Context: an optimization exercise on an open-source flow, tuned for small area and a short achievable clock period. The choices shown serve that exercise and are no tape-out recipe. Function was checked by simulation only, so behaviour that the tests miss may differ from the original.

the previous run:
==> flow/design.v (excerpt) <==
module rfid_core (
    input  wire        clk,
    input  wire        reset,               
    input  wire        rx_valid,
    input  wire [7:0]  rx_data,
    input  wire [31:0] now_ms,
    input  wire        adc_dout,
    input  wire [31:0] cfg_debounce_ms,
    input  wire [31:0] cfg_sentinel_tag,
    input  wire [31:0] cfg_scale_divisor,   
    input  wire [31:0] cfg_weight_period_ms,
    input  wire [31:0] cfg_ready_timeout_ms,
    input  wire        cfg_timeout_en,
    output wire        rx_accept,
    output wire        adc_sck,
    output reg         feed_valid,
    output reg  [1:0]  feed_result,
    output reg         decoded_valid,
    output wire [31:0] decoded_tag,
    output wire [7:0]  decoded_version,
    output wire        decoded_ok,
    output wire [2:0]  diag,
    output wire        scan_valid,
    output wire [31:0] scan_tag,
    output wire [31:0] scan_weight,
    output wire        disp_valid,
    output wire [1:0]  disp_kind,
    output wire [1:0]  disp_state,
    output wire [23:0] disp_raw,
    output wire [31:0] disp_grams
);
    localparam [1:0] M_BOOT = 2'd0, M_READY = 2'd1, M_ADC = 2'd2;
  ...
export LEC_CHECK = 0
export CAP_MARGIN = 20
export CORE_MARGIN = 2
export CORE_UTILIZATION = 60
export CTS_BUF_LIST = sky130_fd_sc_hd__clkbuf_4 sky130_fd_sc_hd__clkbuf_8
export SLEW_MARGIN = 20
create_clock -name core_clock -period 200.0 [get_ports {clk}]
standard.sh (not shown) runs the stock make flow with config.mk's settings and CLKGATE_MAP_FILE= SYNTH_SCRIPT=/design/flow/synth_recipe.tcl, a recipe that flattens the netlist after the stock synthesis.
==> flow/flow/run.sh <==
#!/bin/bash
# Standard layout, with plain buf_1 cells as the port buffers, and a clock
# tree of clkbuf_4/clkbuf_8 with larger sink clusters and no dummy loads.
set -euo pipefail
export BUFFER_PORTS_ARGS="-buffer_cell sky130_fd_sc_hd__buf_1"
export CTS_ARGS="-sink_clustering_enable -repair_clock_nets -dont_use_dummy_load -sink_clustering_size 12 -sink_clustering_max_diameter 60 -buf_list {sky130_fd_sc_hd__clkbuf_4 sky130_fd_sc_hd__clkbuf_8}"
bash standard.sh > standard_flow.log 2>&1
## Diff of input files: the current run against the previous run
Settings: a change of CTS_BUF_LIST from sky130_fd_sc_hd__clkbuf_4 sky130_fd_sc_hd__clkbuf_8 to sky130_fd_sc_hd__clkbuf_4.
==> flow/flow/run.sh <==
#!/bin/bash
# Standard layout, with plain buf_1 cells as the port buffers and no CTS
# dummy loads.
set -euo pipefail
export BUFFER_PORTS_ARGS="-buffer_cell sky130_fd_sc_hd__buf_1"
export CTS_ARGS="-sink_clustering_enable -repair_clock_nets -dont_use_dummy_load -buf_list sky130_fd_sc_hd__clkbuf_4"
bash standard.sh > standard_flow.log 2>&1
==> notes.md <==
- The current run reached the final stage; the timing, design-rule and antenna checks on its layout passed.
- Number of clock buffer instances in the layout was lower in the previous run than in the current run.
- Where total wirelength of the detailed-routed design is concerned, the previous run is better than the current run.
- The current run vs. the previous run: fraction of area in multi-input gates has decreased; full die area has remained practically unchanged.

========
job 102:
rfid_core, a different RTL version from the one above (not shown whole).
For scale: about 3600 cells after synthesis, ~380 I/O pins, about 33000 um2 of cells after synthesis.
==> flow/design.v (excerpt) <==
module rfid_core (
    input  wire        clk,
    input  wire        reset,               
    input  wire        rx_valid,
    input  wire [7:0]  rx_data,
    input  wire [31:0] now_ms,
    input  wire        adc_dout,
    input  wire [31:0] cfg_debounce_ms,
    input  wire [31:0] cfg_sentinel_tag,
    input  wire [31:0] cfg_scale_divisor,   
    input  wire [31:0] cfg_weight_period_ms,
    input  wire [31:0] cfg_ready_timeout_ms,
    input  wire        cfg_timeout_en,
    output wire        rx_accept,
    output wire        adc_sck,
    output reg         feed_valid,
    output reg  [1:0]  feed_result,
    output reg         decoded_valid,
    output wire [31:0] decoded_tag,
    output wire [7:0]  decoded_version,
    output wire        decoded_ok,
    output reg  [2:0]  diag,
    output reg         scan_valid,
    output wire [31:0] scan_tag,
    output wire [31:0] scan_weight,
    output reg         disp_valid,
    output reg  [1:0]  disp_kind,
    output reg  [1:0]  disp_state,
    output wire [23:0] disp_raw,
    output wire [31:0] disp_grams
);
clock: 200.0 ns
lec_check: 0
cap_margin: 20
core_margin: 2
core_utilization: 60
cts_buf_list: sky130_fd_sc_hd__clkbuf_4
slew_margin: 20
==> flow/flow/run.sh <==
#!/bin/bash
# Standard layout, with plain buf_1 cells as the port buffers and no CTS
# dummy loads.
set -euo pipefail
export BUFFER_PORTS_ARGS="-buffer_cell sky130_fd_sc_hd__buf_1"
export CTS_ARGS="-sink_clustering_enable -repair_clock_nets -dont_use_dummy_load -buf_list sky130_fd_sc_hd__clkbuf_4"
bash standard.sh > standard_flow.log 2>&1
Edits applied to the flow inputs when going from job 102 to job 105:
==> flow/flow/run.sh <==
#!/bin/bash
# Standard layout, with plain buf_1 cells as the port buffers.
set -euo pipefail
export BUFFER_PORTS_ARGS="-buffer_cell sky130_fd_sc_hd__buf_1"
bash standard.sh > standard_flow.log 2>&1
==> notes.md <==
Wire length (higher): job 105
The more densely filled core belongs to job 105, not job 102.
The final period demand of the worst path reported for job 105 is greater than that of job 102 by 12 ps.
Diff job 102 -> job 105 | worst hold slack | increase of 11 ps
When the final numbers for job 105 and job 102 were put side by side, the transition at the pin with the smallest max-transition slack turned out to be smaller in job 102.
Job 105 vs job 102: routed metal-1 wirelength up
Summary of job 105 over job 102: count of clock-buffer cells in the layout picked up an extra 35, wire length of the first global-routing pass picked up an extra 1000 um, post-synthesis share of cell area spent on full adders, half adders and majority gates neither gained nor lost much.

========
Another version of the RTL of rfid_core (not shown whole).
Size in the first run: about 3,600 cells after synthesis, roughly 370 flip-flops, ~0.032 mm2 of cells after synthesis.
export LEC_CHECK = 0
export CAP_MARGIN = 20
export CORE_MARGIN = 2
export CORE_UTILIZATION = 60
export CTS_BUF_LIST = sky130_fd_sc_hd__clkbuf_4 sky130_fd_sc_hd__clkbuf_8
export SLEW_MARGIN = 20
create_clock -name core_clock -period 200.0 [get_ports {clk}]
==> flow/flow/run.sh <==
#!/bin/bash
# Standard layout, with plain buf_1 cells as the port buffers, and a clock
# tree of clkbuf_4/clkbuf_8 with larger sink clusters and no dummy loads.
set -euo pipefail
export BUFFER_PORTS_ARGS="-buffer_cell sky130_fd_sc_hd__buf_1"
export CTS_ARGS="-sink_clustering_enable -repair_clock_nets -dont_use_dummy_load -sink_clustering_size 12 -sink_clustering_max_diameter 60 -buf_list {sky130_fd_sc_hd__clkbuf_4 sky130_fd_sc_hd__clkbuf_8}"
bash standard.sh > standard_flow.log 2>&1
The baseline went through all stages and came out clean.
Next try:
==> flow/flow/run.sh (replaced) <==
#!/bin/bash
# Standard layout, with plain buf_1 cells as the port buffers and no CTS
# dummy loads.
set -euo pipefail
export BUFFER_PORTS_ARGS="-buffer_cell sky130_fd_sc_hd__buf_1"
export CTS_ARGS="-sink_clustering_enable -repair_clock_nets -dont_use_dummy_load -buf_list sky130_fd_sc_hd__clkbuf_4"
bash standard.sh > standard_flow.log 2>&1
CTS_BUF_LIST = sky130_fd_sc_hd__clkbuf_4   (was sky130_fd_sc_hd__clkbuf_4 sky130_fd_sc_hd__clkbuf_8)
=> The new run ran to the end with no violations; flip-flop and latch count stays the same; non-clock buffer count does not change; core utilization is higher by 0.34 points; cell area is higher by 0.52%; clock-buffer cell count went up by 60.

what the ideal ports hide:
The flow's constraints put no driver on any port. The routed layouts listed below were extracted and timed again, unchanged, in two steps. Step 1 (the two cells are an assumption about what drives the block):
set clk [get_ports {clk}]
set_driving_cell -lib_cell sky130_fd_sc_hd__clkbuf_16 $clk
set_driving_cell -lib_cell sky130_fd_sc_hd__buf_2 [delete_from_list [all_inputs] $clk]
Step 2 times the ports against the registers' clock, not the clock port: input delays grow and output delays shrink by t, the midpoint of the rising clock arrivals with the driver on. Three values: ideal ports, drivers, drivers and shift; two values: the first two.
| run | shift t [ns] | setup WS [ns] | worst register clock-pin slew, ns | cell pins on the clock port's net |
|---|---|---|---|---|
| the previous run | 0.678 | 113.373 / 113.350 / 113.350 | 0.09 / 0.09 | 1 |
| the current run | 0.891 | 113.416 / 113.393 / 113.393 | 0.07 / 0.07 | 1 |
| job 102 | 0.887 | 113.867 / 113.824 / 113.824 | 0.07 / 0.07 | 1 |
| job 105 | 0.934 | 113.855 / 113.812 / 113.812 | 0.08 / 0.08 | 1 |
| the first run of note 3 | 0.681 | 114.247 / 114.216 / 114.216 | 0.09 / 0.09 | 1 |
| the second run of note 3 | 0.881 | 114.202 / 114.166 / 114.166 | 0.07 / 0.07 | 1 |
After both steps every run listed still meets setup and hold.
